Background: an optimization exercise with open tools, aiming at a short achievable clock period and few clock cycles. Do not read the settings as production practice.
At most, simulation tests tie the RTL to the original design; equivalence was not proved.
No functional check of the RTL was part of run 2.
Power and IR drop assume default switching activity.

==> flow/design.v (outline; a module is shown in full before it is edited, if it fits) <==
// module intc_timer: 923 lines
module intc_timer (
    input  wire        clk,
    input  wire        rst,
    input  wire        cmd_valid,
    output reg         cmd_ready,
    input  wire [2:0]  cmd_op,
    input  wire [23:0] cmd_arg,
    input  wire [7:0]  cmd_data,
    output reg         rsp_valid,
    output reg  [7:0]  rsp_data,
    output wire [2:0]  pend,
    output reg  [1:0]  irq_line,
    output reg  [15:0] irq_vector
);
  // ...
==> flow/run.sh <==
#!/bin/bash
# synth_recipe.tcl (not shown) runs the flow's synth.tcl, then flattens the netlist and writes it again
# the make line also repeats each setting of config.mk as NAME=value (left out here)
make -C /OpenROAD-flow-scripts/flow DESIGN_CONFIG=/design/flow/config.mk WORK_HOME=/design/flow/orfs CLKGATE_MAP_FILE= SYNTH_SCRIPT=/design/flow/synth_recipe.tcl finish
==> flow/config.mk <==
export PLATFORM = sky130hd
export DESIGN_NAME = intc_timer
export DESIGN_NICKNAME = intc_timer
export VERILOG_FILES = /design/flow/design.v
export SDC_FILE = /design/flow/constraint.sdc
export NUM_CORES = 4
export LEC_CHECK = 0
export ABC_CLOCK_PERIOD_IN_PS = 1000
export CAP_MARGIN = 20
export CORE_MARGIN = 2
export CORE_UTILIZATION = 40
export SETUP_SLACK_MARGIN = 4.0
export SLEW_MARGIN = 20
export TNS_END_PERCENT = 100
==> flow/constraint.sdc <==
create_clock -name core_clock -period 6.0 [get_ports {clk}]
set_input_delay 1.2000 -clock core_clock [delete_from_list [all_inputs] [get_ports {clk}]]
set_output_delay 1.2000 -clock core_clock [all_outputs]
set_load 0.01 [all_outputs]
==> metrics.md, run 1 <==
| Metric | Value |
|---|---|
| Ys async rst share | `0` |
| DRT iter0 DRCs | `1478` |
| XOR/XNOR Fraction of Synth Area | `0.0504` |
| Per-cell routed wire length | `19.0 um` |
| Seq area share | `0.313` |
| Adder-Cell Fraction of Synth Area | `0.138` |
| Fin crit share | `0.594` |
| Crit Path Max Fanout | `6` |
| Post-synthesis sequential area ratio | `0.426` |
| Largest delay share family, worst path | `compound AO/OA/AOI/OAI gates` |
| Relative slew slack | `0.187` |
| Placed cell area | `0.0317 mm^2` |
| Grt met3 use | `0.0242` |
| Grt met2 use | `0.374` |
| EDFF count, synth | `91` |
| Clock group total power | `0.00395 W` |
| FF-to-FF path depth | `15` |
| Main combinational cell family by area after synthesis | `compound AO/OA/AOI/OAI gates` |
| Starting Density | `0.404` |
| Slowest CP cell | `edfxtp_1` |
| Leak | `15.9 nW` |
| Vias | `23500` |
| #MultiIn Comb | `2071` |
| Cell Pwr Density | `399 mW/mm^2` |
| Unrepaired setup endpoints after global routing | `true` |
| Cell Int Power | `0.0101 W` |
| P_seq | `0.00461 W` |
| CTS Hold Bufs | `0` |
| Die X | `273 um` |
| Yosys warning total | `1` |
| Area of the multi-input gates | `0.0188 mm^2` |
| Status | `finished clean` |
| Most frequent cells in the layout | `391 x dfxtp_1, 248 x buf_4, 223 x inv_1, 223 x ha_1, 187 x nor2_1` |
| Sequential power share | `0.290` |
| Flop2flop setup slack | `2.44 ns` |
| Std-Cell Rows | `98` |
| Power Total | `0.0159 W` |
Testbench counts, summed over its fixed seeds: cycles 4,984.
==> run 2: changes to the inputs <==
--- a/flow/design.v
+++ b/flow/design.v
@@ -16,17 +16,17 @@
     localparam [2:0] OP_STEP     = 3'd1;
     localparam [2:0] OP_READ     = 3'd2;
     localparam [2:0] OP_WRITE    = 3'd3;
     localparam [2:0] OP_LINE     = 3'd4;
     localparam [2:0] OP_BOUNDARY = 3'd5;
     localparam [15:0] VEC_TIQ  = 16'hFFFA;
     localparam [15:0] VEC_IRQ1 = 16'hFFF8;
     localparam [15:0] VEC_IRQ2 = 16'hFFF6;
-    localparam [2:0] HOLD = 3'd4;      
+    localparam [2:0] HOLD = 3'd6;      
     function nvc;
         input [2:0]  op;
         input [2:0]  sel;
         input        d0;
         begin
             nvc = op == OP_STEP || op == OP_POWER ||
                   (op == OP_WRITE && sel == 3'd3 && d0) ||
                   (op == OP_READ && sel == 3'd4);
@@ -136,29 +136,31 @@
     localparam F_WREL  = 7;     
     localparam F_HINZ  = 8;     
     localparam F_RD    = 9;     
     localparam F_LOW   = 10;    
     localparam F_M     = 11;    
     localparam F_M3    = 20;    
     localparam F_A     = 30;    
     localparam F_B     = 40;    
-    localparam PW      = 48;
+    localparam F_FLAG  = 48;    
+    localparam PW      = 49;
     wire [PW-1:0] s0_pkt;
     assign s0_pkt[F_STEP]  = s0_step && f_ten;
     assign s0_pkt[F_POWER] = s0_power;
     assign s0_pkt[F_TLOAD] = s0_tload;
     assign s0_pkt[F_WIST]  = s0_write && s0_sel == 3'd1;
     assign s0_pkt[F_BOUND] = s0_bound;
     assign s0_pkt[F_RD4]   = s0_read && s0_sel == 3'd4;
     assign s0_pkt[F_RD1]   = s0_read && s0_sel == 3'd1;
     assign s0_pkt[F_WREL]  = s0_wrel;
     assign s0_pkt[F_HINZ]  = s0_arg[23:18] != 6'd0;
     assign s0_pkt[F_RD]    = s0_read;
     assign s0_pkt[F_LOW]   = s0_wrel && s0_data < f_rel;
+    assign s0_pkt[F_FLAG]  = s0_flag;
     assign s0_pkt[F_M  +: 9]  = f_m;
     assign s0_pkt[F_M3 +: 10] = f_m3;
     assign s0_pkt[F_A +: 10] = s0_bound ?
         {7'b0, {f_irq[2], f_irq[1], 1'b1} & ~f_dis & ~{3{s0_arg[0]}}} :
         s0_arg[9:0];
     assign s0_pkt[F_B +: 8] = s0_step ? s0_arg[17:10] :
                               s0_read ? s0_rdf :
                               s0_wrel ? s0_data : f_rel;
@@ -212,86 +214,32 @@
     wire [1:0] q1_0_j = q1_0_d3_c1 ? 2'd3 : q1_0_d2_c1 ? 2'd2 : q1_0_d1_c1 ? 2'd1 : 2'd0;
     reg [7:0] q1_0_r;
     always @(*) case (q1_0_j)
         2'd0: q1_0_r = q1_0_x[7:0];
         2'd1: q1_0_r = q1_0_d1_s1[7:0];
         2'd2: q1_0_r = q1_0_d2_s1[7:0];
         2'd3: q1_0_r = q1_0_d3_s1[7:0];
     endcase
-    wire [10:0] q1_1_x = {1'b0, q1_0_r, s0_nhi[11:10]};
-    wire [10:0] q1_1_d1_p = q1_1_x ^ ~({2'b0, f_m});
-    wire [10:0] q1_1_d1_gg0 = q1_1_x & ~({2'b0, f_m});
-    wire [10:0] q1_1_d1_pp0 = q1_1_d1_p;
-    wire [10:0] q1_1_d1_gg1 = q1_1_d1_gg0 | (q1_1_d1_pp0 & {q1_1_d1_gg0[9:0], 1'b0});
-    wire [10:0] q1_1_d1_pp1 = q1_1_d1_pp0 & {q1_1_d1_pp0[9:0], {1{1'b1}}};
-    wire [10:0] q1_1_d1_gg2 = q1_1_d1_gg1 | (q1_1_d1_pp1 & {q1_1_d1_gg1[8:0], 2'b0});
-    wire [10:0] q1_1_d1_pp2 = q1_1_d1_pp1 & {q1_1_d1_pp1[8:0], {2{1'b1}}};
-    wire [10:0] q1_1_d1_gg3 = q1_1_d1_gg2 | (q1_1_d1_pp2 & {q1_1_d1_gg2[6:0], 4'b0});
-    wire [10:0] q1_1_d1_pp3 = q1_1_d1_pp2 & {q1_1_d1_pp2[6:0], {4{1'b1}}};
-    wire [10:0] q1_1_d1_gg4 = q1_1_d1_gg3 | (q1_1_d1_pp3 & {q1_1_d1_gg3[2:0], 8'b0});
-    wire [10:0] q1_1_d1_pp4 = q1_1_d1_pp3 & {q1_1_d1_pp3[2:0], {8{1'b1}}};
-    wire [10:0] q1_1_d1_s0 = q1_1_d1_p ^ {q1_1_d1_gg4[9:0], 1'b0};
-    wire [10:0] q1_1_d1_s1 = q1_1_d1_p ^ {q1_1_d1_gg4[9:0] | q1_1_d1_pp4[9:0], 1'b1};
-    wire q1_1_d1_c0 = q1_1_d1_gg4[10];
-    wire q1_1_d1_c1 = q1_1_d1_gg4[10] | q1_1_d1_pp4[10];
-    wire [10:0] q1_1_d2_p = q1_1_x ^ ~({1'b0, f_m, 1'b0});
-    wire [10:0] q1_1_d2_gg0 = q1_1_x & ~({1'b0, f_m, 1'b0});
-    wire [10:0] q1_1_d2_pp0 = q1_1_d2_p;
-    wire [10:0] q1_1_d2_gg1 = q1_1_d2_gg0 | (q1_1_d2_pp0 & {q1_1_d2_gg0[9:0], 1'b0});
-    wire [10:0] q1_1_d2_pp1 = q1_1_d2_pp0 & {q1_1_d2_pp0[9:0], {1{1'b1}}};
-    wire [10:0] q1_1_d2_gg2 = q1_1_d2_gg1 | (q1_1_d2_pp1 & {q1_1_d2_gg1[8:0], 2'b0});
-    wire [10:0] q1_1_d2_pp2 = q1_1_d2_pp1 & {q1_1_d2_pp1[8:0], {2{1'b1}}};
-    wire [10:0] q1_1_d2_gg3 = q1_1_d2_gg2 | (q1_1_d2_pp2 & {q1_1_d2_gg2[6:0], 4'b0});
-    wire [10:0] q1_1_d2_pp3 = q1_1_d2_pp2 & {q1_1_d2_pp2[6:0], {4{1'b1}}};
-    wire [10:0] q1_1_d2_gg4 = q1_1_d2_gg3 | (q1_1_d2_pp3 & {q1_1_d2_gg3[2:0], 8'b0});
-    wire [10:0] q1_1_d2_pp4 = q1_1_d2_pp3 & {q1_1_d2_pp3[2:0], {8{1'b1}}};
-    wire [10:0] q1_1_d2_s0 = q1_1_d2_p ^ {q1_1_d2_gg4[9:0], 1'b0};
-    wire [10:0] q1_1_d2_s1 = q1_1_d2_p ^ {q1_1_d2_gg4[9:0] | q1_1_d2_pp4[9:0], 1'b1};
-    wire q1_1_d2_c0 = q1_1_d2_gg4[10];
-    wire q1_1_d2_c1 = q1_1_d2_gg4[10] | q1_1_d2_pp4[10];
-    wire [10:0] q1_1_d3_p = q1_1_x ^ ~({1'b0, f_m3});
-    wire [10:0] q1_1_d3_gg0 = q1_1_x & ~({1'b0, f_m3});
-    wire [10:0] q1_1_d3_pp0 = q1_1_d3_p;
-    wire [10:0] q1_1_d3_gg1 = q1_1_d3_gg0 | (q1_1_d3_pp0 & {q1_1_d3_gg0[9:0], 1'b0});
-    wire [10:0] q1_1_d3_pp1 = q1_1_d3_pp0 & {q1_1_d3_pp0[9:0], {1{1'b1}}};
-    wire [10:0] q1_1_d3_gg2 = q1_1_d3_gg1 | (q1_1_d3_pp1 & {q1_1_d3_gg1[8:0], 2'b0});
-    wire [10:0] q1_1_d3_pp2 = q1_1_d3_pp1 & {q1_1_d3_pp1[8:0], {2{1'b1}}};
-    wire [10:0] q1_1_d3_gg3 = q1_1_d3_gg2 | (q1_1_d3_pp2 & {q1_1_d3_gg2[6:0], 4'b0});
-    wire [10:0] q1_1_d3_pp3 = q1_1_d3_pp2 & {q1_1_d3_pp2[6:0], {4{1'b1}}};
-    wire [10:0] q1_1_d3_gg4 = q1_1_d3_gg3 | (q1_1_d3_pp3 & {q1_1_d3_gg3[2:0], 8'b0});
-    wire [10:0] q1_1_d3_pp4 = q1_1_d3_pp3 & {q1_1_d3_pp3[2:0], {8{1'b1}}};
-    wire [10:0] q1_1_d3_s0 = q1_1_d3_p ^ {q1_1_d3_gg4[9:0], 1'b0};
-    wire [10:0] q1_1_d3_s1 = q1_1_d3_p ^ {q1_1_d3_gg4[9:0] | q1_1_d3_pp4[9:0], 1'b1};
-    wire q1_1_d3_c0 = q1_1_d3_gg4[10];
-    wire q1_1_d3_c1 = q1_1_d3_gg4[10] | q1_1_d3_pp4[10];
-    wire [1:0] q1_1_j = q1_1_d3_c1 ? 2'd3 : q1_1_d2_c1 ? 2'd2 : q1_1_d1_c1 ? 2'd1 : 2'd0;
-    reg [7:0] q1_1_r;
-    always @(*) case (q1_1_j)
-        2'd0: q1_1_r = q1_1_x[7:0];
-        2'd1: q1_1_r = q1_1_d1_s1[7:0];
-        2'd2: q1_1_r = q1_1_d2_s1[7:0];
-        2'd3: q1_1_r = q1_1_d3_s1[7:0];
-    endcase
     reg          p1_v;
     reg [PW-1:0] p1_pkt;
     reg  [7:0]   p1_r;
-    reg  [9:0]  p1_n;
+    reg  [11:0]  p1_n;
     always @(posedge clk) begin
         if (rst)
             p1_v <= 1'b0;
         else
             p1_v <= s0_adv;
         p1_pkt <= s0_pkt;
-        p1_r   <= q1_1_r;
-        p1_n   <= s0_nhi[9:0];
+        p1_r   <= q1_0_r;
+        p1_n   <= s0_nhi[11:0];
     end
     wire [8:0] p1_m  = p1_pkt[F_M +: 9];
     wire [9:0] p1_m3 = p1_pkt[F_M3 +: 10];
-    wire [10:0] q2_0_x = {1'b0, p1_r, p1_n[9:8]};
+    wire [10:0] q2_0_x = {1'b0, p1_r, p1_n[11:10]};
     wire [10:0] q2_0_d1_p = q2_0_x ^ ~({2'b0, p1_m});
     wire [10:0] q2_0_d1_gg0 = q2_0_x & ~({2'b0, p1_m});
     wire [10:0] q2_0_d1_pp0 = q2_0_d1_p;
     wire [10:0] q2_0_d1_gg1 = q2_0_d1_gg0 | (q2_0_d1_pp0 & {q2_0_d1_gg0[9:0], 1'b0});
     wire [10:0] q2_0_d1_pp1 = q2_0_d1_pp0 & {q2_0_d1_pp0[9:0], {1{1'b1}}};
     wire [10:0] q2_0_d1_gg2 = q2_0_d1_gg1 | (q2_0_d1_pp1 & {q2_0_d1_gg1[8:0], 2'b0});
     wire [10:0] q2_0_d1_pp2 = q2_0_d1_pp1 & {q2_0_d1_pp1[8:0], {2{1'b1}}};
     wire [10:0] q2_0_d1_gg3 = q2_0_d1_gg2 | (q2_0_d1_pp2 & {q2_0_d1_gg2[6:0], 4'b0});
@@ -338,29 +286,29 @@
         2'd0: q2_0_r = q2_0_x[7:0];
         2'd1: q2_0_r = q2_0_d1_s1[7:0];
         2'd2: q2_0_r = q2_0_d2_s1[7:0];
         2'd3: q2_0_r = q2_0_d3_s1[7:0];
     endcase
     reg          p2_v;
     reg [PW-1:0] p2_pkt;
     reg  [7:0]   p2_r;
-    reg  [7:0]  p2_n;
+    reg  [9:0]  p2_n;
     always @(posedge clk) begin
         if (rst)
             p2_v <= 1'b0;
         else
             p2_v <= p1_v;
         p2_pkt <= p1_pkt;
         p2_r   <= q2_0_r;
-        p2_n   <= p1_n[7:0];
+        p2_n   <= p1_n[9:0];
     end
     wire [8:0] p2_m  = p2_pkt[F_M +: 9];
     wire [9:0] p2_m3 = p2_pkt[F_M3 +: 10];
-    wire [10:0] q3_0_x = {1'b0, p2_r, p2_n[7:6]};
+    wire [10:0] q3_0_x = {1'b0, p2_r, p2_n[9:8]};
     wire [10:0] q3_0_d1_p = q3_0_x ^ ~({2'b0, p2_m});
     wire [10:0] q3_0_d1_gg0 = q3_0_x & ~({2'b0, p2_m});
     wire [10:0] q3_0_d1_pp0 = q3_0_d1_p;
     wire [10:0] q3_0_d1_gg1 = q3_0_d1_gg0 | (q3_0_d1_pp0 & {q3_0_d1_gg0[9:0], 1'b0});
     wire [10:0] q3_0_d1_pp1 = q3_0_d1_pp0 & {q3_0_d1_pp0[9:0], {1{1'b1}}};
     wire [10:0] q3_0_d1_gg2 = q3_0_d1_gg1 | (q3_0_d1_pp1 & {q3_0_d1_gg1[8:0], 2'b0});
     wire [10:0] q3_0_d1_pp2 = q3_0_d1_pp1 & {q3_0_d1_pp1[8:0], {2{1'b1}}};
     wire [10:0] q3_0_d1_gg3 = q3_0_d1_gg2 | (q3_0_d1_pp2 & {q3_0_d1_gg2[6:0], 4'b0});
@@ -407,29 +355,29 @@
         2'd0: q3_0_r = q3_0_x[7:0];
         2'd1: q3_0_r = q3_0_d1_s1[7:0];
         2'd2: q3_0_r = q3_0_d2_s1[7:0];
         2'd3: q3_0_r = q3_0_d3_s1[7:0];
     endcase
     reg          p3_v;
     reg [PW-1:0] p3_pkt;
     reg  [7:0]   p3_r;
-    reg  [5:0]  p3_n;
+    reg  [7:0]  p3_n;
     always @(posedge clk) begin
         if (rst)
             p3_v <= 1'b0;
         else
             p3_v <= p2_v;
         p3_pkt <= p2_pkt;
         p3_r   <= q3_0_r;
-        p3_n   <= p2_n[5:0];
+        p3_n   <= p2_n[7:0];
     end
     wire [8:0] p3_m  = p3_pkt[F_M +: 9];
     wire [9:0] p3_m3 = p3_pkt[F_M3 +: 10];
-    wire [10:0] q4_0_x = {1'b0, p3_r, p3_n[5:4]};
+    wire [10:0] q4_0_x = {1'b0, p3_r, p3_n[7:6]};
     wire [10:0] q4_0_d1_p = q4_0_x ^ ~({2'b0, p3_m});
     wire [10:0] q4_0_d1_gg0 = q4_0_x & ~({2'b0, p3_m});
     wire [10:0] q4_0_d1_pp0 = q4_0_d1_p;
     wire [10:0] q4_0_d1_gg1 = q4_0_d1_gg0 | (q4_0_d1_pp0 & {q4_0_d1_gg0[9:0], 1'b0});
     wire [10:0] q4_0_d1_pp1 = q4_0_d1_pp0 & {q4_0_d1_pp0[9:0], {1{1'b1}}};
     wire [10:0] q4_0_d1_gg2 = q4_0_d1_gg1 | (q4_0_d1_pp1 & {q4_0_d1_gg1[8:0], 2'b0});
     wire [10:0] q4_0_d1_pp2 = q4_0_d1_pp1 & {q4_0_d1_pp1[8:0], {2{1'b1}}};
     wire [10:0] q4_0_d1_gg3 = q4_0_d1_gg2 | (q4_0_d1_pp2 & {q4_0_d1_gg2[6:0], 4'b0});
@@ -476,29 +424,29 @@
         2'd0: q4_0_r = q4_0_x[7:0];
         2'd1: q4_0_r = q4_0_d1_s1[7:0];
         2'd2: q4_0_r = q4_0_d2_s1[7:0];
         2'd3: q4_0_r = q4_0_d3_s1[7:0];
     endcase
     reg          p4_v;
     reg [PW-1:0] p4_pkt;
     reg  [7:0]   p4_r;
-    reg  [3:0]  p4_n;
+    reg  [5:0]  p4_n;
     always @(posedge clk) begin
         if (rst)
             p4_v <= 1'b0;
         else
             p4_v <= p3_v;
         p4_pkt <= p3_pkt;
         p4_r   <= q4_0_r;
-        p4_n   <= p3_n[3:0];
+        p4_n   <= p3_n[5:0];
     end
     wire [8:0] p4_m  = p4_pkt[F_M +: 9];
     wire [9:0] p4_m3 = p4_pkt[F_M3 +: 10];
-    wire [10:0] q5_0_x = {1'b0, p4_r, p4_n[3:2]};
+    wire [10:0] q5_0_x = {1'b0, p4_r, p4_n[5:4]};
     wire [10:0] q5_0_d1_p = q5_0_x ^ ~({2'b0, p4_m});
     wire [10:0] q5_0_d1_gg0 = q5_0_x & ~({2'b0, p4_m});
     wire [10:0] q5_0_d1_pp0 = q5_0_d1_p;
     wire [10:0] q5_0_d1_gg1 = q5_0_d1_gg0 | (q5_0_d1_pp0 & {q5_0_d1_gg0[9:0], 1'b0});
     wire [10:0] q5_0_d1_pp1 = q5_0_d1_pp0 & {q5_0_d1_pp0[9:0], {1{1'b1}}};
     wire [10:0] q5_0_d1_gg2 = q5_0_d1_gg1 | (q5_0_d1_pp1 & {q5_0_d1_gg1[8:0], 2'b0});
     wire [10:0] q5_0_d1_pp2 = q5_0_d1_pp1 & {q5_0_d1_pp1[8:0], {2{1'b1}}};
     wire [10:0] q5_0_d1_gg3 = q5_0_d1_gg2 | (q5_0_d1_pp2 & {q5_0_d1_gg2[6:0], 4'b0});
@@ -545,29 +493,29 @@
         2'd0: q5_0_r = q5_0_x[7:0];
         2'd1: q5_0_r = q5_0_d1_s1[7:0];
         2'd2: q5_0_r = q5_0_d2_s1[7:0];
         2'd3: q5_0_r = q5_0_d3_s1[7:0];
     endcase
     reg          p5_v;
     reg [PW-1:0] p5_pkt;
     reg  [7:0]   p5_r;
-    reg  [1:0]  p5_n;
+    reg  [3:0]  p5_n;
     always @(posedge clk) begin
         if (rst)
             p5_v <= 1'b0;
         else
             p5_v <= p4_v;
         p5_pkt <= p4_pkt;
         p5_r   <= q5_0_r;
-        p5_n   <= p4_n[1:0];
+        p5_n   <= p4_n[3:0];
     end
     wire [8:0] p5_m  = p5_pkt[F_M +: 9];
     wire [9:0] p5_m3 = p5_pkt[F_M3 +: 10];
-    wire [10:0] q6_0_x = {1'b0, p5_r, p5_n[1:0]};
+    wire [10:0] q6_0_x = {1'b0, p5_r, p5_n[3:2]};
     wire [10:0] q6_0_d1_p = q6_0_x ^ ~({2'b0, p5_m});
     wire [10:0] q6_0_d1_gg0 = q6_0_x & ~({2'b0, p5_m});
     wire [10:0] q6_0_d1_pp0 = q6_0_d1_p;
     wire [10:0] q6_0_d1_gg1 = q6_0_d1_gg0 | (q6_0_d1_pp0 & {q6_0_d1_gg0[9:0], 1'b0});
     wire [10:0] q6_0_d1_pp1 = q6_0_d1_pp0 & {q6_0_d1_pp0[9:0], {1{1'b1}}};
     wire [10:0] q6_0_d1_gg2 = q6_0_d1_gg1 | (q6_0_d1_pp1 & {q6_0_d1_gg1[8:0], 2'b0});
     wire [10:0] q6_0_d1_pp2 = q6_0_d1_pp1 & {q6_0_d1_pp1[8:0], {2{1'b1}}};
     wire [10:0] q6_0_d1_gg3 = q6_0_d1_gg2 | (q6_0_d1_pp2 & {q6_0_d1_gg2[6:0], 4'b0});
@@ -603,94 +551,163 @@
     wire [10:0] q6_0_d3_gg3 = q6_0_d3_gg2 | (q6_0_d3_pp2 & {q6_0_d3_gg2[6:0], 4'b0});
     wire [10:0] q6_0_d3_pp3 = q6_0_d3_pp2 & {q6_0_d3_pp2[6:0], {4{1'b1}}};
     wire [10:0] q6_0_d3_gg4 = q6_0_d3_gg3 | (q6_0_d3_pp3 & {q6_0_d3_gg3[2:0], 8'b0});
     wire [10:0] q6_0_d3_pp4 = q6_0_d3_pp3 & {q6_0_d3_pp3[2:0], {8{1'b1}}};
     wire [10:0] q6_0_d3_s0 = q6_0_d3_p ^ {q6_0_d3_gg4[9:0], 1'b0};
     wire [10:0] q6_0_d3_s1 = q6_0_d3_p ^ {q6_0_d3_gg4[9:0] | q6_0_d3_pp4[9:0], 1'b1};
     wire q6_0_d3_c0 = q6_0_d3_gg4[10];
     wire q6_0_d3_c1 = q6_0_d3_gg4[10] | q6_0_d3_pp4[10];
-    wire [10:0] q6_0_d4_p = q6_0_x ^ ~({p5_m, 2'b0});
-    wire [10:0] q6_0_d4_gg0 = q6_0_x & ~({p5_m, 2'b0});
-    wire [10:0] q6_0_d4_pp0 = q6_0_d4_p;
-    wire [10:0] q6_0_d4_gg1 = q6_0_d4_gg0 | (q6_0_d4_pp0 & {q6_0_d4_gg0[9:0], 1'b0});
-    wire [10:0] q6_0_d4_pp1 = q6_0_d4_pp0 & {q6_0_d4_pp0[9:0], {1{1'b1}}};
-    wire [10:0] q6_0_d4_gg2 = q6_0_d4_gg1 | (q6_0_d4_pp1 & {q6_0_d4_gg1[8:0], 2'b0});
-    wire [10:0] q6_0_d4_pp2 = q6_0_d4_pp1 & {q6_0_d4_pp1[8:0], {2{1'b1}}};
-    wire [10:0] q6_0_d4_gg3 = q6_0_d4_gg2 | (q6_0_d4_pp2 & {q6_0_d4_gg2[6:0], 4'b0});
-    wire [10:0] q6_0_d4_pp3 = q6_0_d4_pp2 & {q6_0_d4_pp2[6:0], {4{1'b1}}};
-    wire [10:0] q6_0_d4_gg4 = q6_0_d4_gg3 | (q6_0_d4_pp3 & {q6_0_d4_gg3[2:0], 8'b0});
-    wire [10:0] q6_0_d4_pp4 = q6_0_d4_pp3 & {q6_0_d4_pp3[2:0], {8{1'b1}}};
-    wire [10:0] q6_0_d4_s0 = q6_0_d4_p ^ {q6_0_d4_gg4[9:0], 1'b0};
-    wire [10:0] q6_0_d4_s1 = q6_0_d4_p ^ {q6_0_d4_gg4[9:0] | q6_0_d4_pp4[9:0], 1'b1};
-    wire q6_0_d4_c0 = q6_0_d4_gg4[10];
-    wire q6_0_d4_c1 = q6_0_d4_gg4[10] | q6_0_d4_pp4[10];
     wire [1:0] q6_0_j = q6_0_d3_c1 ? 2'd3 : q6_0_d2_c1 ? 2'd2 : q6_0_d1_c1 ? 2'd1 : 2'd0;
     reg [7:0] q6_0_r;
     always @(*) case (q6_0_j)
         2'd0: q6_0_r = q6_0_x[7:0];
         2'd1: q6_0_r = q6_0_d1_s1[7:0];
         2'd2: q6_0_r = q6_0_d2_s1[7:0];
         2'd3: q6_0_r = q6_0_d3_s1[7:0];
     endcase
-    wire [10:0] q6_0_dm_p = q6_0_x ^ {2'b0, p5_m};
-    wire [10:0] q6_0_dm_gg0 = q6_0_x & {2'b0, p5_m};
-    wire [10:0] q6_0_dm_pp0 = q6_0_dm_p;
-    wire [10:0] q6_0_dm_gg1 = q6_0_dm_gg0 | (q6_0_dm_pp0 & {q6_0_dm_gg0[9:0], 1'b0});
-    wire [10:0] q6_0_dm_pp1 = q6_0_dm_pp0 & {q6_0_dm_pp0[9:0], {1{1'b1}}};
-    wire [10:0] q6_0_dm_gg2 = q6_0_dm_gg1 | (q6_0_dm_pp1 & {q6_0_dm_gg1[8:0], 2'b0});
-    wire [10:0] q6_0_dm_pp2 = q6_0_dm_pp1 & {q6_0_dm_pp1[8:0], {2{1'b1}}};
-    wire [10:0] q6_0_dm_gg3 = q6_0_dm_gg2 | (q6_0_dm_pp2 & {q6_0_dm_gg2[6:0], 4'b0});
-    wire [10:0] q6_0_dm_pp3 = q6_0_dm_pp2 & {q6_0_dm_pp2[6:0], {4{1'b1}}};
-    wire [10:0] q6_0_dm_gg4 = q6_0_dm_gg3 | (q6_0_dm_pp3 & {q6_0_dm_gg3[2:0], 8'b0});
-    wire [10:0] q6_0_dm_pp4 = q6_0_dm_pp3 & {q6_0_dm_pp3[2:0], {8{1'b1}}};
-    wire [10:0] q6_0_dm_s0 = q6_0_dm_p ^ {q6_0_dm_gg4[9:0], 1'b0};
-    wire [10:0] q6_0_dm_s1 = q6_0_dm_p ^ {q6_0_dm_gg4[9:0] | q6_0_dm_pp4[9:0], 1'b1};
-    wire q6_0_dm_c0 = q6_0_dm_gg4[10];
-    wire q6_0_dm_c1 = q6_0_dm_gg4[10] | q6_0_dm_pp4[10];
-    reg [10:0] q6_0_am, q6_0_ap;
-    always @(*) case (q6_0_j)
-        2'd0: begin q6_0_am = q6_0_d1_s1; q6_0_ap = q6_0_dm_s0; end
-        2'd1: begin q6_0_am = q6_0_d2_s1; q6_0_ap = q6_0_x; end
-        2'd2: begin q6_0_am = q6_0_d3_s1; q6_0_ap = q6_0_d1_s1; end
-        2'd3: begin q6_0_am = q6_0_d4_s1; q6_0_ap = q6_0_d2_s1; end
-    endcase
     reg          p6_v;
     reg [PW-1:0] p6_pkt;
-    reg  [7:0]   p6_a;     
-    reg  [10:0]  p6_am;    
-    reg  [10:0]  p6_ap;    
+    reg  [7:0]   p6_r;
+    reg  [1:0]  p6_n;
     always @(posedge clk) begin
         if (rst)
             p6_v <= 1'b0;
         else
             p6_v <= p5_v;
         p6_pkt <= p5_pkt;
-        p6_a   <= q6_0_r;
-        p6_am  <= q6_0_am;
-        p6_ap  <= q6_0_ap;
+        p6_r   <= q6_0_r;
+        p6_n   <= p5_n[1:0];
     end
     wire [8:0] p6_m  = p6_pkt[F_M +: 9];
     wire [9:0] p6_m3 = p6_pkt[F_M3 +: 10];
-    wire       go      = p6_v;
-    wire       x_step  = p6_pkt[F_STEP];
-    wire       x_power = p6_pkt[F_POWER];
-    wire       x_tload = p6_pkt[F_TLOAD];
-    wire       x_wist  = p6_pkt[F_WIST];
-    wire       x_bound = p6_pkt[F_BOUND];
-    wire       x_rd4   = p6_pkt[F_RD4];
-    wire       x_rd1   = p6_pkt[F_RD1];
-    wire       x_wrel  = p6_pkt[F_WREL];
-    wire       x_hinz  = p6_pkt[F_HINZ];
-    wire       x_rd    = p6_pkt[F_RD];
-    wire [8:0] x_m     = p6_pkt[F_M +: 9];
-    wire [9:0] x_m3    = p6_pkt[F_M3 +: 10];
-    wire [9:0] x_nlo   = p6_pkt[F_A +: 10];
-    wire [2:0] x_pm    = p6_pkt[F_A +: 3];
-    wire [7:0] x_b     = p6_pkt[F_B +: 8];
+    wire [10:0] q7_0_x = {1'b0, p6_r, p6_n[1:0]};
+    wire [10:0] q7_0_d1_p = q7_0_x ^ ~({2'b0, p6_m});
+    wire [10:0] q7_0_d1_gg0 = q7_0_x & ~({2'b0, p6_m});
+    wire [10:0] q7_0_d1_pp0 = q7_0_d1_p;
+    wire [10:0] q7_0_d1_gg1 = q7_0_d1_gg0 | (q7_0_d1_pp0 & {q7_0_d1_gg0[9:0], 1'b0});
+    wire [10:0] q7_0_d1_pp1 = q7_0_d1_pp0 & {q7_0_d1_pp0[9:0], {1{1'b1}}};
+    wire [10:0] q7_0_d1_gg2 = q7_0_d1_gg1 | (q7_0_d1_pp1 & {q7_0_d1_gg1[8:0], 2'b0});
+    wire [10:0] q7_0_d1_pp2 = q7_0_d1_pp1 & {q7_0_d1_pp1[8:0], {2{1'b1}}};
+    wire [10:0] q7_0_d1_gg3 = q7_0_d1_gg2 | (q7_0_d1_pp2 & {q7_0_d1_gg2[6:0], 4'b0});
+    wire [10:0] q7_0_d1_pp3 = q7_0_d1_pp2 & {q7_0_d1_pp2[6:0], {4{1'b1}}};
+    wire [10:0] q7_0_d1_gg4 = q7_0_d1_gg3 | (q7_0_d1_pp3 & {q7_0_d1_gg3[2:0], 8'b0});
+    wire [10:0] q7_0_d1_pp4 = q7_0_d1_pp3 & {q7_0_d1_pp3[2:0], {8{1'b1}}};
+    wire [10:0] q7_0_d1_s0 = q7_0_d1_p ^ {q7_0_d1_gg4[9:0], 1'b0};
+    wire [10:0] q7_0_d1_s1 = q7_0_d1_p ^ {q7_0_d1_gg4[9:0] | q7_0_d1_pp4[9:0], 1'b1};
+    wire q7_0_d1_c0 = q7_0_d1_gg4[10];
+    wire q7_0_d1_c1 = q7_0_d1_gg4[10] | q7_0_d1_pp4[10];
+    wire [10:0] q7_0_d2_p = q7_0_x ^ ~({1'b0, p6_m, 1'b0});
+    wire [10:0] q7_0_d2_gg0 = q7_0_x & ~({1'b0, p6_m, 1'b0});
+    wire [10:0] q7_0_d2_pp0 = q7_0_d2_p;
+    wire [10:0] q7_0_d2_gg1 = q7_0_d2_gg0 | (q7_0_d2_pp0 & {q7_0_d2_gg0[9:0], 1'b0});
+    wire [10:0] q7_0_d2_pp1 = q7_0_d2_pp0 & {q7_0_d2_pp0[9:0], {1{1'b1}}};
+    wire [10:0] q7_0_d2_gg2 = q7_0_d2_gg1 | (q7_0_d2_pp1 & {q7_0_d2_gg1[8:0], 2'b0});
+    wire [10:0] q7_0_d2_pp2 = q7_0_d2_pp1 & {q7_0_d2_pp1[8:0], {2{1'b1}}};
+    wire [10:0] q7_0_d2_gg3 = q7_0_d2_gg2 | (q7_0_d2_pp2 & {q7_0_d2_gg2[6:0], 4'b0});
+    wire [10:0] q7_0_d2_pp3 = q7_0_d2_pp2 & {q7_0_d2_pp2[6:0], {4{1'b1}}};
+    wire [10:0] q7_0_d2_gg4 = q7_0_d2_gg3 | (q7_0_d2_pp3 & {q7_0_d2_gg3[2:0], 8'b0});
+    wire [10:0] q7_0_d2_pp4 = q7_0_d2_pp3 & {q7_0_d2_pp3[2:0], {8{1'b1}}};
+    wire [10:0] q7_0_d2_s0 = q7_0_d2_p ^ {q7_0_d2_gg4[9:0], 1'b0};
+    wire [10:0] q7_0_d2_s1 = q7_0_d2_p ^ {q7_0_d2_gg4[9:0] | q7_0_d2_pp4[9:0], 1'b1};
+    wire q7_0_d2_c0 = q7_0_d2_gg4[10];
+    wire q7_0_d2_c1 = q7_0_d2_gg4[10] | q7_0_d2_pp4[10];
+    wire [10:0] q7_0_d3_p = q7_0_x ^ ~({1'b0, p6_m3});
+    wire [10:0] q7_0_d3_gg0 = q7_0_x & ~({1'b0, p6_m3});
+    wire [10:0] q7_0_d3_pp0 = q7_0_d3_p;
+    wire [10:0] q7_0_d3_gg1 = q7_0_d3_gg0 | (q7_0_d3_pp0 & {q7_0_d3_gg0[9:0], 1'b0});
+    wire [10:0] q7_0_d3_pp1 = q7_0_d3_pp0 & {q7_0_d3_pp0[9:0], {1{1'b1}}};
+    wire [10:0] q7_0_d3_gg2 = q7_0_d3_gg1 | (q7_0_d3_pp1 & {q7_0_d3_gg1[8:0], 2'b0});
+    wire [10:0] q7_0_d3_pp2 = q7_0_d3_pp1 & {q7_0_d3_pp1[8:0], {2{1'b1}}};
+    wire [10:0] q7_0_d3_gg3 = q7_0_d3_gg2 | (q7_0_d3_pp2 & {q7_0_d3_gg2[6:0], 4'b0});
+    wire [10:0] q7_0_d3_pp3 = q7_0_d3_pp2 & {q7_0_d3_pp2[6:0], {4{1'b1}}};
+    wire [10:0] q7_0_d3_gg4 = q7_0_d3_gg3 | (q7_0_d3_pp3 & {q7_0_d3_gg3[2:0], 8'b0});
+    wire [10:0] q7_0_d3_pp4 = q7_0_d3_pp3 & {q7_0_d3_pp3[2:0], {8{1'b1}}};
+    wire [10:0] q7_0_d3_s0 = q7_0_d3_p ^ {q7_0_d3_gg4[9:0], 1'b0};
+    wire [10:0] q7_0_d3_s1 = q7_0_d3_p ^ {q7_0_d3_gg4[9:0] | q7_0_d3_pp4[9:0], 1'b1};
+    wire q7_0_d3_c0 = q7_0_d3_gg4[10];
+    wire q7_0_d3_c1 = q7_0_d3_gg4[10] | q7_0_d3_pp4[10];
+    wire [10:0] q7_0_d4_p = q7_0_x ^ ~({p6_m, 2'b0});
+    wire [10:0] q7_0_d4_gg0 = q7_0_x & ~({p6_m, 2'b0});
+    wire [10:0] q7_0_d4_pp0 = q7_0_d4_p;
+    wire [10:0] q7_0_d4_gg1 = q7_0_d4_gg0 | (q7_0_d4_pp0 & {q7_0_d4_gg0[9:0], 1'b0});
+    wire [10:0] q7_0_d4_pp1 = q7_0_d4_pp0 & {q7_0_d4_pp0[9:0], {1{1'b1}}};
+    wire [10:0] q7_0_d4_gg2 = q7_0_d4_gg1 | (q7_0_d4_pp1 & {q7_0_d4_gg1[8:0], 2'b0});
+    wire [10:0] q7_0_d4_pp2 = q7_0_d4_pp1 & {q7_0_d4_pp1[8:0], {2{1'b1}}};
+    wire [10:0] q7_0_d4_gg3 = q7_0_d4_gg2 | (q7_0_d4_pp2 & {q7_0_d4_gg2[6:0], 4'b0});
+    wire [10:0] q7_0_d4_pp3 = q7_0_d4_pp2 & {q7_0_d4_pp2[6:0], {4{1'b1}}};
+    wire [10:0] q7_0_d4_gg4 = q7_0_d4_gg3 | (q7_0_d4_pp3 & {q7_0_d4_gg3[2:0], 8'b0});
+    wire [10:0] q7_0_d4_pp4 = q7_0_d4_pp3 & {q7_0_d4_pp3[2:0], {8{1'b1}}};
+    wire [10:0] q7_0_d4_s0 = q7_0_d4_p ^ {q7_0_d4_gg4[9:0], 1'b0};
+    wire [10:0] q7_0_d4_s1 = q7_0_d4_p ^ {q7_0_d4_gg4[9:0] | q7_0_d4_pp4[9:0], 1'b1};
+    wire q7_0_d4_c0 = q7_0_d4_gg4[10];
+    wire q7_0_d4_c1 = q7_0_d4_gg4[10] | q7_0_d4_pp4[10];
+    wire [1:0] q7_0_j = q7_0_d3_c1 ? 2'd3 : q7_0_d2_c1 ? 2'd2 : q7_0_d1_c1 ? 2'd1 : 2'd0;
+    reg [7:0] q7_0_r;
+    always @(*) case (q7_0_j)
+        2'd0: q7_0_r = q7_0_x[7:0];
+        2'd1: q7_0_r = q7_0_d1_s1[7:0];
+        2'd2: q7_0_r = q7_0_d2_s1[7:0];
+        2'd3: q7_0_r = q7_0_d3_s1[7:0];
+    endcase
+    wire [10:0] q7_0_dm_p = q7_0_x ^ {2'b0, p6_m};
+    wire [10:0] q7_0_dm_gg0 = q7_0_x & {2'b0, p6_m};
+    wire [10:0] q7_0_dm_pp0 = q7_0_dm_p;
+    wire [10:0] q7_0_dm_gg1 = q7_0_dm_gg0 | (q7_0_dm_pp0 & {q7_0_dm_gg0[9:0], 1'b0});
+    wire [10:0] q7_0_dm_pp1 = q7_0_dm_pp0 & {q7_0_dm_pp0[9:0], {1{1'b1}}};
+    wire [10:0] q7_0_dm_gg2 = q7_0_dm_gg1 | (q7_0_dm_pp1 & {q7_0_dm_gg1[8:0], 2'b0});
+    wire [10:0] q7_0_dm_pp2 = q7_0_dm_pp1 & {q7_0_dm_pp1[8:0], {2{1'b1}}};
+    wire [10:0] q7_0_dm_gg3 = q7_0_dm_gg2 | (q7_0_dm_pp2 & {q7_0_dm_gg2[6:0], 4'b0});
+    wire [10:0] q7_0_dm_pp3 = q7_0_dm_pp2 & {q7_0_dm_pp2[6:0], {4{1'b1}}};
+    wire [10:0] q7_0_dm_gg4 = q7_0_dm_gg3 | (q7_0_dm_pp3 & {q7_0_dm_gg3[2:0], 8'b0});
+    wire [10:0] q7_0_dm_pp4 = q7_0_dm_pp3 & {q7_0_dm_pp3[2:0], {8{1'b1}}};
+    wire [10:0] q7_0_dm_s0 = q7_0_dm_p ^ {q7_0_dm_gg4[9:0], 1'b0};
+    wire [10:0] q7_0_dm_s1 = q7_0_dm_p ^ {q7_0_dm_gg4[9:0] | q7_0_dm_pp4[9:0], 1'b1};
+    wire q7_0_dm_c0 = q7_0_dm_gg4[10];
+    wire q7_0_dm_c1 = q7_0_dm_gg4[10] | q7_0_dm_pp4[10];
+    reg [10:0] q7_0_am, q7_0_ap;
+    always @(*) case (q7_0_j)
+        2'd0: begin q7_0_am = q7_0_d1_s1; q7_0_ap = q7_0_dm_s0; end
+        2'd1: begin q7_0_am = q7_0_d2_s1; q7_0_ap = q7_0_x; end
+        2'd2: begin q7_0_am = q7_0_d3_s1; q7_0_ap = q7_0_d1_s1; end
+        2'd3: begin q7_0_am = q7_0_d4_s1; q7_0_ap = q7_0_d2_s1; end
+    endcase
+    reg          p7_v;
+    reg [PW-1:0] p7_pkt;
+    reg  [7:0]   p7_a;     
+    reg  [10:0]  p7_am;    
+    reg  [10:0]  p7_ap;    
+    always @(posedge clk) begin
+        if (rst)
+            p7_v <= 1'b0;
+        else
+            p7_v <= p6_v;
+        p7_pkt <= p6_pkt;
+        p7_a   <= q7_0_r;
+        p7_am  <= q7_0_am;
+        p7_ap  <= q7_0_ap;
+    end
+    wire [8:0] p7_m  = p7_pkt[F_M +: 9];
+    wire [9:0] p7_m3 = p7_pkt[F_M3 +: 10];
+    wire       go      = p7_v;
+    wire       x_step  = p7_pkt[F_STEP];
+    wire       x_power = p7_pkt[F_POWER];
+    wire       x_tload = p7_pkt[F_TLOAD];
+    wire       x_wist  = p7_pkt[F_WIST];
+    wire       x_bound = p7_pkt[F_BOUND];
+    wire       x_rd4   = p7_pkt[F_RD4];
+    wire       x_rd1   = p7_pkt[F_RD1];
+    wire       x_wrel  = p7_pkt[F_WREL];
+    wire       x_hinz  = p7_pkt[F_HINZ];
+    wire       x_rd    = p7_pkt[F_RD];
+    wire [8:0] x_m     = p7_pkt[F_M +: 9];
+    wire [9:0] x_m3    = p7_pkt[F_M3 +: 10];
+    wire [9:0] x_nlo   = p7_pkt[F_A +: 10];
+    wire [2:0] x_pm    = p7_pkt[F_A +: 3];
+    wire [7:0] x_b     = p7_pkt[F_B +: 8];
     reg  [9:0] tcount;
     reg  [7:0] tvalue;
     reg        tline;
     reg  [2:0] pend_r;
     reg  [7:0] r_rel;       
     assign pend = pend_r;
     reg         dv_busy;
     reg  [1:0]  dv_cnt;
@@ -708,94 +725,125 @@
     wire [9:0] tsub_pp3 = tsub_pp2 & {tsub_pp2[5:0], {4{1'b1}}};
     wire [9:0] tsub_gg4 = tsub_gg3 | (tsub_pp3 & {tsub_gg3[1:0], 8'b0});
     wire [9:0] tsub_pp4 = tsub_pp3 & {tsub_pp3[1:0], {8{1'b1}}};
     wire [9:0] tsub_s0 = tsub_p ^ {tsub_gg4[8:0], 1'b0};
     wire [9:0] tsub_s1 = tsub_p ^ {tsub_gg4[8:0] | tsub_pp4[8:0], 1'b1};
     wire tsub_c0 = tsub_gg4[9];
     wire tsub_c1 = tsub_gg4[9] | tsub_pp4[9];
     wire        bw = !tsub_c1;
-    wire [10:0] cd_p = tv11 ^ ~({3'b0, x_b});
-    wire [10:0] cd_gg0 = tv11 & ~({3'b0, x_b});
-    wire [10:0] cd_pp0 = cd_p;
-    wire [10:0] cd_gg1 = cd_gg0 | (cd_pp0 & {cd_gg0[9:0], 1'b0});
-    wire [10:0] cd_pp1 = cd_pp0 & {cd_pp0[9:0], {1{1'b1}}};
-    wire [10:0] cd_gg2 = cd_gg1 | (cd_pp1 & {cd_gg1[8:0], 2'b0});
-    wire [10:0] cd_pp2 = cd_pp1 & {cd_pp1[8:0], {2{1'b1}}};
-    wire [10:0] cd_gg3 = cd_gg2 | (cd_pp2 & {cd_gg2[6:0], 4'b0});
-    wire [10:0] cd_pp3 = cd_pp2 & {cd_pp2[6:0], {4{1'b1}}};
-    wire [10:0] cd_gg4 = cd_gg3 | (cd_pp3 & {cd_gg3[2:0], 8'b0});
-    wire [10:0] cd_pp4 = cd_pp3 & {cd_pp3[2:0], {8{1'b1}}};
-    wire [10:0] cd_s0 = cd_p ^ {cd_gg4[9:0], 1'b0};
-    wire [10:0] cd_s1 = cd_p ^ {cd_gg4[9:0] | cd_pp4[9:0], 1'b1};
-    wire cd_c0 = cd_gg4[10];
-    wire cd_c1 = cd_gg4[10] | cd_pp4[10];
-    wire [10:0] cd_b0 = cd_s1;
-    wire [10:0] cd_b1 = cd_s0;
-    wire [10:0] cz_p = tv11 ^ ~({3'b0, p6_a});
-    wire [10:0] cz_gg0 = tv11 & ~({3'b0, p6_a});
+    wire [10:0] cz_p = tv11 ^ ~({3'b0, p7_a});
+    wire [10:0] cz_gg0 = tv11 & ~({3'b0, p7_a});
     wire [10:0] cz_pp0 = cz_p;
     wire [10:0] cz_gg1 = cz_gg0 | (cz_pp0 & {cz_gg0[9:0], 1'b0});
     wire [10:0] cz_pp1 = cz_pp0 & {cz_pp0[9:0], {1{1'b1}}};
     wire [10:0] cz_gg2 = cz_gg1 | (cz_pp1 & {cz_gg1[8:0], 2'b0});
     wire [10:0] cz_pp2 = cz_pp1 & {cz_pp1[8:0], {2{1'b1}}};
     wire [10:0] cz_gg3 = cz_gg2 | (cz_pp2 & {cz_gg2[6:0], 4'b0});
     wire [10:0] cz_pp3 = cz_pp2 & {cz_pp2[6:0], {4{1'b1}}};
     wire [10:0] cz_gg4 = cz_gg3 | (cz_pp3 & {cz_gg3[2:0], 8'b0});
     wire [10:0] cz_pp4 = cz_pp3 & {cz_pp3[2:0], {8{1'b1}}};
     wire [10:0] cz_s0 = cz_p ^ {cz_gg4[9:0], 1'b0};
     wire [10:0] cz_s1 = cz_p ^ {cz_gg4[9:0] | cz_pp4[9:0], 1'b1};
     wire cz_c0 = cz_gg4[10];
     wire cz_c1 = cz_gg4[10] | cz_pp4[10];
     wire [10:0] cz_b0 = cz_s1;
     wire [10:0] cz_b1 = cz_s0;
-    wire [10:0] czm_p = tv11 ^ ~(p6_am);
-    wire [10:0] czm_gg0 = tv11 & ~(p6_am);
+    wire [10:0] czm_p = tv11 ^ ~(p7_am);
+    wire [10:0] czm_gg0 = tv11 & ~(p7_am);
     wire [10:0] czm_pp0 = czm_p;
     wire [10:0] czm_gg1 = czm_gg0 | (czm_pp0 & {czm_gg0[9:0], 1'b0});
     wire [10:0] czm_pp1 = czm_pp0 & {czm_pp0[9:0], {1{1'b1}}};
     wire [10:0] czm_gg2 = czm_gg1 | (czm_pp1 & {czm_gg1[8:0], 2'b0});
     wire [10:0] czm_pp2 = czm_pp1 & {czm_pp1[8:0], {2{1'b1}}};
     wire [10:0] czm_gg3 = czm_gg2 | (czm_pp2 & {czm_gg2[6:0], 4'b0});
     wire [10:0] czm_pp3 = czm_pp2 & {czm_pp2[6:0], {4{1'b1}}};
     wire [10:0] czm_gg4 = czm_gg3 | (czm_pp3 & {czm_gg3[2:0], 8'b0});
     wire [10:0] czm_pp4 = czm_pp3 & {czm_pp3[2:0], {8{1'b1}}};
     wire [10:0] czm_s0 = czm_p ^ {czm_gg4[9:0], 1'b0};
     wire [10:0] czm_s1 = czm_p ^ {czm_gg4[9:0] | czm_pp4[9:0], 1'b1};
     wire czm_c0 = czm_gg4[10];
     wire czm_c1 = czm_gg4[10] | czm_pp4[10];
     wire [10:0] czm_b0 = czm_s1;
     wire [10:0] czm_b1 = czm_s0;
-    wire [10:0] czz_p = tv11 ^ ~(p6_ap);
-    wire [10:0] czz_gg0 = tv11 & ~(p6_ap);
-    wire [10:0] czz_pp0 = czz_p;
-    wire [10:0] czz_gg1 = czz_gg0 | (czz_pp0 & {czz_gg0[9:0], 1'b0});
-    wire [10:0] czz_pp1 = czz_pp0 & {czz_pp0[9:0], {1{1'b1}}};
-    wire [10:0] czz_gg2 = czz_gg1 | (czz_pp1 & {czz_gg1[8:0], 2'b0});
-    wire [10:0] czz_pp2 = czz_pp1 & {czz_pp1[8:0], {2{1'b1}}};
-    wire [10:0] czz_gg3 = czz_gg2 | (czz_pp2 & {czz_gg2[6:0], 4'b0});
-    wire [10:0] czz_pp3 = czz_pp2 & {czz_pp2[6:0], {4{1'b1}}};
-    wire [10:0] czz_gg4 = czz_gg3 | (czz_pp3 & {czz_gg3[2:0], 8'b0});
-    wire [10:0] czz_pp4 = czz_pp3 & {czz_pp3[2:0], {8{1'b1}}};
-    wire [10:0] czz_s0 = czz_p ^ {czz_gg4[9:0], 1'b0};
-    wire [10:0] czz_s1 = czz_p ^ {czz_gg4[9:0] | czz_pp4[9:0], 1'b1};
-    wire czz_c0 = czz_gg4[10];
-    wire czz_c1 = czz_gg4[10] | czz_pp4[10];
-    wire [10:0] czz_b0 = czz_s1;
-    wire [10:0] czz_b1 = czz_s0;
-    wire ex_b0 = x_hinz || cd_b0[10];
-    wire ex_b1 = x_hinz || cd_b1[10];
-    wire [7:0] nv_b0 = !ex_b0 ? cd_b0[7:0] : cz_b0[10] ? czm_b0[7:0] : cz_b0[7:0];
-    wire [7:0] nv_b1 = !ex_b1 ? cd_b1[7:0] : cz_b1[10] ? czm_b1[7:0] : cz_b1[7:0];
-    wire       dv_b0 = ex_b0 && !cz_b0[10] && !czz_b0[10];
-    wire       dv_b1 = ex_b1 && !cz_b1[10] && !czz_b1[10];
-    wire [7:0] step_tv = bw ? nv_b1 : nv_b0;
-    wire       expire  = bw ? ex_b1 : ex_b0;
-    wire       dv_go   = bw ? dv_b1 : dv_b0;
-    wire [7:0] dv_z    = bw ? cz_b1[7:0] : cz_b0[7:0];
+    wire [7:0] cd_p = tvalue ^ ~x_b;
+    wire [7:0] cd_gg0 = tvalue & ~x_b;
+    wire [7:0] cd_pp0 = cd_p;
+    wire [7:0] cd_gg1 = cd_gg0 | (cd_pp0 & {cd_gg0[6:0], 1'b0});
+    wire [7:0] cd_pp1 = cd_pp0 & {cd_pp0[6:0], {1{1'b1}}};
+    wire [7:0] cd_gg2 = cd_gg1 | (cd_pp1 & {cd_gg1[5:0], 2'b0});
+    wire [7:0] cd_pp2 = cd_pp1 & {cd_pp1[5:0], {2{1'b1}}};
+    wire [7:0] cd_gg3 = cd_gg2 | (cd_pp2 & {cd_gg2[3:0], 4'b0});
+    wire [7:0] cd_pp3 = cd_pp2 & {cd_pp2[3:0], {4{1'b1}}};
+    wire [7:0] cd_s0 = cd_p ^ {cd_gg3[6:0], 1'b0};
+    wire [7:0] cd_s1 = cd_p ^ {cd_gg3[6:0] | cd_pp3[6:0], 1'b1};
+    wire cd_c0 = cd_gg3[7];
+    wire cd_c1 = cd_gg3[7] | cd_pp3[7];
+    wire expire = x_hinz || (bw ? !cd_c0 : !cd_c1);
+    wire [7:0] fv_b0 = cz_b0[10] ? czm_b0[7:0] : cz_b0[7:0];
+    wire [7:0] fv_b1 = cz_b1[10] ? czm_b1[7:0] : cz_b1[7:0];
+    wire [7:0] step_tv = bw ? fv_b1 : fv_b0;
+    reg         sl_go, sl2_go, sl2_div;
+    reg  [7:0]  sl2_res;
+    reg  [7:0]  sl_v, sl_nh8, sl_a;
+    reg  [8:0]  sl_m;
+    reg  [9:0]  sl_m3;
+    reg  [10:0] sl_am;
+    reg         sl_b, sl_hinz;
+    wire [10:0] sv11 = {3'b0, sl_v};
+    wire [10:0] sd_p = sv11 ^ ~({3'b0, sl_nh8});
+    wire [10:0] sd_gg0 = sv11 & ~({3'b0, sl_nh8});
+    wire [10:0] sd_pp0 = sd_p;
+    wire [10:0] sd_gg1 = sd_gg0 | (sd_pp0 & {sd_gg0[9:0], 1'b0});
+    wire [10:0] sd_pp1 = sd_pp0 & {sd_pp0[9:0], {1{1'b1}}};
+    wire [10:0] sd_gg2 = sd_gg1 | (sd_pp1 & {sd_gg1[8:0], 2'b0});
+    wire [10:0] sd_pp2 = sd_pp1 & {sd_pp1[8:0], {2{1'b1}}};
+    wire [10:0] sd_gg3 = sd_gg2 | (sd_pp2 & {sd_gg2[6:0], 4'b0});
+    wire [10:0] sd_pp3 = sd_pp2 & {sd_pp2[6:0], {4{1'b1}}};
+    wire [10:0] sd_gg4 = sd_gg3 | (sd_pp3 & {sd_gg3[2:0], 8'b0});
+    wire [10:0] sd_pp4 = sd_pp3 & {sd_pp3[2:0], {8{1'b1}}};
+    wire [10:0] sd_s0 = sd_p ^ {sd_gg4[9:0], 1'b0};
+    wire [10:0] sd_s1 = sd_p ^ {sd_gg4[9:0] | sd_pp4[9:0], 1'b1};
+    wire sd_c0 = sd_gg4[10];
+    wire sd_c1 = sd_gg4[10] | sd_pp4[10];
+    wire [10:0] sd_v = sl_b ? sd_s0 : sd_s1;
+    wire [10:0] sz_p = sv11 ^ ~({3'b0, sl_a});
+    wire [10:0] sz_gg0 = sv11 & ~({3'b0, sl_a});
+    wire [10:0] sz_pp0 = sz_p;
+    wire [10:0] sz_gg1 = sz_gg0 | (sz_pp0 & {sz_gg0[9:0], 1'b0});
+    wire [10:0] sz_pp1 = sz_pp0 & {sz_pp0[9:0], {1{1'b1}}};
+    wire [10:0] sz_gg2 = sz_gg1 | (sz_pp1 & {sz_gg1[8:0], 2'b0});
+    wire [10:0] sz_pp2 = sz_pp1 & {sz_pp1[8:0], {2{1'b1}}};
+    wire [10:0] sz_gg3 = sz_gg2 | (sz_pp2 & {sz_gg2[6:0], 4'b0});
+    wire [10:0] sz_pp3 = sz_pp2 & {sz_pp2[6:0], {4{1'b1}}};
+    wire [10:0] sz_gg4 = sz_gg3 | (sz_pp3 & {sz_gg3[2:0], 8'b0});
+    wire [10:0] sz_pp4 = sz_pp3 & {sz_pp3[2:0], {8{1'b1}}};
+    wire [10:0] sz_s0 = sz_p ^ {sz_gg4[9:0], 1'b0};
+    wire [10:0] sz_s1 = sz_p ^ {sz_gg4[9:0] | sz_pp4[9:0], 1'b1};
+    wire sz_c0 = sz_gg4[10];
+    wire sz_c1 = sz_gg4[10] | sz_pp4[10];
+    wire [10:0] sz_v = sl_b ? sz_s0 : sz_s1;
+    wire [10:0] szm_p = sv11 ^ ~(sl_am);
+    wire [10:0] szm_gg0 = sv11 & ~(sl_am);
+    wire [10:0] szm_pp0 = szm_p;
+    wire [10:0] szm_gg1 = szm_gg0 | (szm_pp0 & {szm_gg0[9:0], 1'b0});
+    wire [10:0] szm_pp1 = szm_pp0 & {szm_pp0[9:0], {1{1'b1}}};
+    wire [10:0] szm_gg2 = szm_gg1 | (szm_pp1 & {szm_gg1[8:0], 2'b0});
+    wire [10:0] szm_pp2 = szm_pp1 & {szm_pp1[8:0], {2{1'b1}}};
+    wire [10:0] szm_gg3 = szm_gg2 | (szm_pp2 & {szm_gg2[6:0], 4'b0});
+    wire [10:0] szm_pp3 = szm_pp2 & {szm_pp2[6:0], {4{1'b1}}};
+    wire [10:0] szm_gg4 = szm_gg3 | (szm_pp3 & {szm_gg3[2:0], 8'b0});
+    wire [10:0] szm_pp4 = szm_pp3 & {szm_pp3[2:0], {8{1'b1}}};
+    wire [10:0] szm_s0 = szm_p ^ {szm_gg4[9:0], 1'b0};
+    wire [10:0] szm_s1 = szm_p ^ {szm_gg4[9:0] | szm_pp4[9:0], 1'b1};
+    wire szm_c0 = szm_gg4[10];
+    wire szm_c1 = szm_gg4[10] | szm_pp4[10];
+    wire [10:0] szm_v = sl_b ? szm_s0 : szm_s1;
+    wire        sl_exp = sl_hinz || sd_v[10];
+    wire [7:0]  sl_res = !sl_exp ? sd_v[7:0] : sz_v[10] ? szm_v[7:0] : sz_v[7:0];
     wire [8:0] dvs1_p = {1'b0, dv_r} ^ ~({1'b0, dv_s1[7:0]});
     wire [8:0] dvs1_gg0 = {1'b0, dv_r} & ~({1'b0, dv_s1[7:0]});
     wire [8:0] dvs1_pp0 = dvs1_p;
     wire [8:0] dvs1_gg1 = dvs1_gg0 | (dvs1_pp0 & {dvs1_gg0[7:0], 1'b0});
     wire [8:0] dvs1_pp1 = dvs1_pp0 & {dvs1_pp0[7:0], {1{1'b1}}};
     wire [8:0] dvs1_gg2 = dvs1_gg1 | (dvs1_pp1 & {dvs1_gg1[6:0], 2'b0});
     wire [8:0] dvs1_pp2 = dvs1_pp1 & {dvs1_pp1[6:0], {2{1'b1}}};
     wire [8:0] dvs1_gg3 = dvs1_gg2 | (dvs1_pp2 & {dvs1_gg2[4:0], 4'b0});
@@ -838,39 +886,73 @@
     wire [8:0] dvs3_pp4 = dvs3_pp3 & {dvs3_pp3[0:0], {8{1'b1}}};
     wire [8:0] dvs3_s0 = dvs3_p ^ {dvs3_gg4[7:0], 1'b0};
     wire [8:0] dvs3_s1 = dvs3_p ^ {dvs3_gg4[7:0] | dvs3_pp4[7:0], 1'b1};
     wire dvs3_c0 = dvs3_gg4[8];
     wire dvs3_c1 = dvs3_gg4[8] | dvs3_pp4[8];
     wire dv_ge3 = dv_s3[15:8] == 8'd0 && dvs3_c1;
     wire [7:0] dv_d3 = dvs3_s1[7:0];
     wire [7:0] dv_n = dv_ge3 ? dv_d3 : dv_ge2 ? dv_d2 : dv_ge1 ? dv_d1 : dv_r;
-    wire trans = dv_busy || tvalue > r_rel || (p1_v && p1_pkt[F_LOW]) || (p2_v && p2_pkt[F_LOW]) || (p3_v && p3_pkt[F_LOW]) || (p4_v && p4_pkt[F_LOW]) || (p5_v && p5_pkt[F_LOW]) || (p6_v && p6_pkt[F_LOW]);
+    wire trans = sl_go || sl2_go || dv_busy || tvalue > r_rel || (p1_v && p1_pkt[F_LOW]) || (p2_v && p2_pkt[F_LOW]) || (p3_v && p3_pkt[F_LOW]) || (p4_v && p4_pkt[F_LOW]) || (p5_v && p5_pkt[F_LOW]) || (p6_v && p6_pkt[F_LOW]) || (p7_v && p7_pkt[F_LOW]);
     assign s0_flag = s0_step && f_ten && s0_nhi >= {5'b0, f_m} && trans;
+    wire x_flag = p7_pkt[F_FLAG];
     wire [2:0] pend_n = !go ? pend_r :
                         x_power ? 3'b0 :
                         x_bound ? {x_pm[2:1], x_pm[0] & tline} : pend_r;
     always @(posedge clk) begin
+        sl2_res <= sl_res;
+        sl2_div <= sl_exp && !sz_v[10];
+        if (!sl_go && !sl2_go) begin
+            sl_v    <= tvalue;
+            sl_nh8  <= x_b;
+            sl_a    <= p7_a;
+            sl_am   <= p7_am;
+            sl_m    <= x_m;
+            sl_m3   <= x_m3;
+            sl_b    <= bw;
+            sl_hinz <= x_hinz;
+        end
+        if (!dv_busy) begin
+            dv_r  <= sl2_res;
+            dv_s1 <= {1'b0, sl_m, 6'b0};
+            dv_s2 <= {sl_m, 7'b0};
+            dv_s3 <= {sl_m3, 6'b0};
+        end else begin
+            dv_r  <= dv_n;
+            dv_s1 <= dv_s1 >> 2;
+            dv_s2 <= dv_s2 >> 2;
+            dv_s3 <= dv_s3 >> 2;
+        end
+    end
+    always @(posedge clk) begin
         if (rst) begin
             tcount    <= 10'd0;
             tvalue    <= 8'd0;
             tline     <= 1'b0;
             pend_r    <= 3'b0;
             r_rel     <= 8'd0;
+            sl_go     <= 1'b0;
+            sl2_go    <= 1'b0;
             dv_busy   <= 1'b0;
             dv_cnt    <= 2'd0;
             rsp_valid <= 1'b0;
         end else begin
             rsp_valid <= go;
             pend_r    <= pend_n;
+            sl_go     <= go && x_step && x_flag;
+            sl2_go    <= sl_go;
+            if (sl2_go) begin
+                if (!sl2_div)
+                    tvalue <= sl2_res;
+                else begin
+                    dv_busy <= 1'b1;
+                    dv_cnt  <= 2'd0;
+                end
+            end
             if (dv_busy) begin
-                dv_r   <= dv_n;
-                dv_s1  <= dv_s1 >> 2;
-                dv_s2  <= dv_s2 >> 2;
-                dv_s3  <= dv_s3 >> 2;
                 dv_cnt <= dv_cnt + 2'd1;
                 if (dv_cnt == 2'd3) begin
                     dv_busy <= 1'b0;
                     tvalue  <= dv_n;
                 end
             end
             if (go) begin
                 if (x_power) begin
@@ -887,24 +969,16 @@
                 end
                 if (x_wist)
                     tline <= 1'b0;
                 if (x_step) begin
                     tcount <= tsub_s1[9:0];
                     tvalue <= step_tv;
                     if (expire)
                         tline <= 1'b1;
-                    if (dv_go) begin
-                        dv_busy <= 1'b1;
-                        dv_cnt  <= 2'd0;
-                        dv_r    <= dv_z;
-                        dv_s1   <= {1'b0, x_m, 6'b0};
-                        dv_s2   <= {x_m, 7'b0};
-                        dv_s3   <= {x_m3, 6'b0};
-                    end
                 end
             end
         end
     end
     always @(posedge clk) begin
         rsp_data <= !x_rd ? 8'h00 : x_rd4 ? tvalue : {x_b[7:1], x_b[0] | (x_rd1 & tline)};
         if (pend_n[0]) begin
             irq_line   <= 2'd0;
==> metrics.md, run 2 <==
| Metric | Value |
|---|---|
| Status | `finished clean (unchanged)` |
| Vias | `22900 (was 23500)` |
| Ys async rst share | `0 (unchanged)` |
| Per-cell routed wire length | `17.6 um (was 19.0 um)` |
| Final WL | `77200 um (was 83400 um)` |
| Die X | `278 um (was 273 um)` |
| Grt met1 use | `0.242 (was 0.276)` |
| Crit path buffers/inverters | `0 (was 1)` |
| FF-to-FF path depth | `9 (was 15)` |
| Largest delay share family, worst path | `compound AO/OA/AOI/OAI gates (unchanged)` |
| Relative slew slack | `0.305 (was 0.187)` |
| CTS Sinks | `681 (was 568)` |
| FF-to-FF End | `sl2_res[0] (was p1_r[0])` |
| Top cells by count, synth | `593 x dfxtp_1, 318 x ha_1, 279 x inv_1 (was 477 x dfxtp_1, 310 x ha_1, 260 x inv_1)` |
| Grt met2 use | `0.331 (was 0.374)` |
| Fin crit share | `0.448 (was 0.594)` |
| Routed Antenna Nets | `0 (unchanged)` |
| GRT Total Usage | `0.193 (was 0.214)` |
| Clock-pin slew on the worst setup and hold paths | `0.06 ns (about the same)` |
| Starting Density | `0.405 (was 0.404)` |
| Vias in the first global route | `23500 (was 23300)` |
| Grt met3 use | `0.0285 (was 0.0242)` |
| Crit Path Max Fanout | `2 (was 6)` |
| Slowest CP cell | `edfxtp_1 (unchanged)` |
| Leak | `16.4 nW (was 15.9 nW)` |
| Minimum clock period | `2.69 ns (was 3.56 ns)` |
| Area of the multi-input gates | `0.0179 mm^2 (was 0.0188 mm^2)` |
| TritonCTS buffer count | `72 (was 60)` |
| Reg area | `0.0147 mm^2 (was 0.0125 mm^2)` |
| CORE AREA | `0.0744 mm^2 (was 0.0715 mm^2)` |
| Unrepaired setup endpoints after global routing | `true (unchanged)` |
| Most frequent cells in the layout | `484 x dfxtp_1, 231 x inv_1, 213 x buf_4 (was 391 x dfxtp_1, 248 x buf_4, 223 x inv_1, 223 x ha_1, 187 x nor2_1)` |
| Placed cell area | `0.0330 mm^2 (was 0.0317 mm^2)` |
| CTS tree | `yes (unchanged)` |
| Post-synthesis sequential area ratio | `0.482 (was 0.426)` |
| Via density | `5.22 (was 5.35)` |
| Final Max Slew Viols | `0 (unchanged)` |
| First drt pass iteration count | `7 (unchanged)` |
| Cell Pwr Density | `437 mW/mm^2 (was 399 mW/mm^2)` |
| Crit Path Category | `register to register (unchanged)` |
| Syn-to-layout area delta | `36.3% (was 37.8%)` |
| Std-Cell Rows | `100 (was 98)` |
| Yosys warning total | `1 (unchanged)` |
| EDFF count, synth | `88 (was 91)` |
| DRT iter0 DRCs | `1165 (was 1478)` |
| I/O pins | `69 (unchanged)` |
| Max H-tree Level | `3 (was 2)` |
| Flop2flop setup slack | `3.31 ns (was 2.44 ns)` |
| Hold WS | `0.305 ns (was 0.269 ns)` |
-- run 2: how the worst max path moves through the flow --
stage                      end  slack (ns)  depth (start not counted)
finish              sl2_res[0]        3.31                          9
global route        sl2_res[0]        3.26                         10
floorplan           sl2_res[0]        3.43                         10
global placement    sl2_res[0]        2.77                         10
CTS                 sl2_res[0]        3.25                         10
detailed placement  sl2_res[0]        2.76                         10
-- run 2: final cells by class --
type	count	share of cell area
Clock buffer	99	0.0510
Inverter	279	0.0266
Multi-Input combinational cell	1947	0.435
Sequential cell	681	0.359
Timing Repair inverter	1	0.000183
Tap cell	969	0.0295
Timing Repair Buffer	377	0.0869
Clock inverter	35	0.0118
-- run 2: report_power, final --
| group | internal, W | switching (W) |
|---|---|---|
| Clock | 0.00269 | 0.00194 |
| Sequential | 0.00509 | 0.000465 |
| Combinational | 0.00385 | 0.00389 |
-- run 2: through the flow --
step           power (W)  setup slack [ns]
2_1_floorplan    0.00993              3.43
3_3_place_gp      0.0109              2.77
4_1_cts           0.0173              3.25
5_1_grt           0.0189              3.26
6_report          0.0179              3.31
3_5_place_dp      0.0110              2.76
-- run 2: repair_timing --
item                       4_1_cts  5_1_grt
buffers inserted               220       76
cloned                          14        1
pin swaps                      180      183
gates resized for setup        578      220
setup endpoints to repair      204      204
hold buffers                     0        0
-- run 2: cell families after synthesis --
| family | count (synthesis) | synth area share |
|---|---|---|
| buf+inv | 358 | 0.0468 |
| xor+xnor | 161 | 0.0468 |
| flops | 681 | 0.482 |
| simple gates | 718 | 0.114 |
| fa+ha+maj | 321 | 0.134 |
| compound gates | 661 | 0.151 |
| other cells | 1 | 0.000125 |
| mux | 72 | 0.0250 |
-- run 2: layer usage --
layer  wire length [um]  up-vias
met1              33400    11000
met4               3170        0
met3               3030      207
met5                  0        -
met2              37600      525
li1                   -    11200

re-timing with driven ports:
No port has a modelled driver above. Below, the same layouts with a new extraction and two added sets of constraints. Step 1, drivers: a clkbuf_16 drives clk and a buf_2 each remaining input, both assumed. Step 2 times the ports against the registers' clock, not the clock port: input delays grow and output delays shrink by t, the midpoint of the rising clock arrivals with the driver on. Three values: ideal, step 1, step 2; two values: the first two.
run	t (ns)	slack for setup (ns)	worst register clock-pin slew, ns
run 1	0.684	2.437 / 2.437 / 2.437	0.07 / 0.07
run 2	0.684	3.315 / 3.315 / 3.089	0.07 / 0.07
After both steps every run listed still meets setup and hold. For run 2, which loses most, drivers alone change the setup slack by 0.000 ns; drivers and shift together by -0.226 ns.
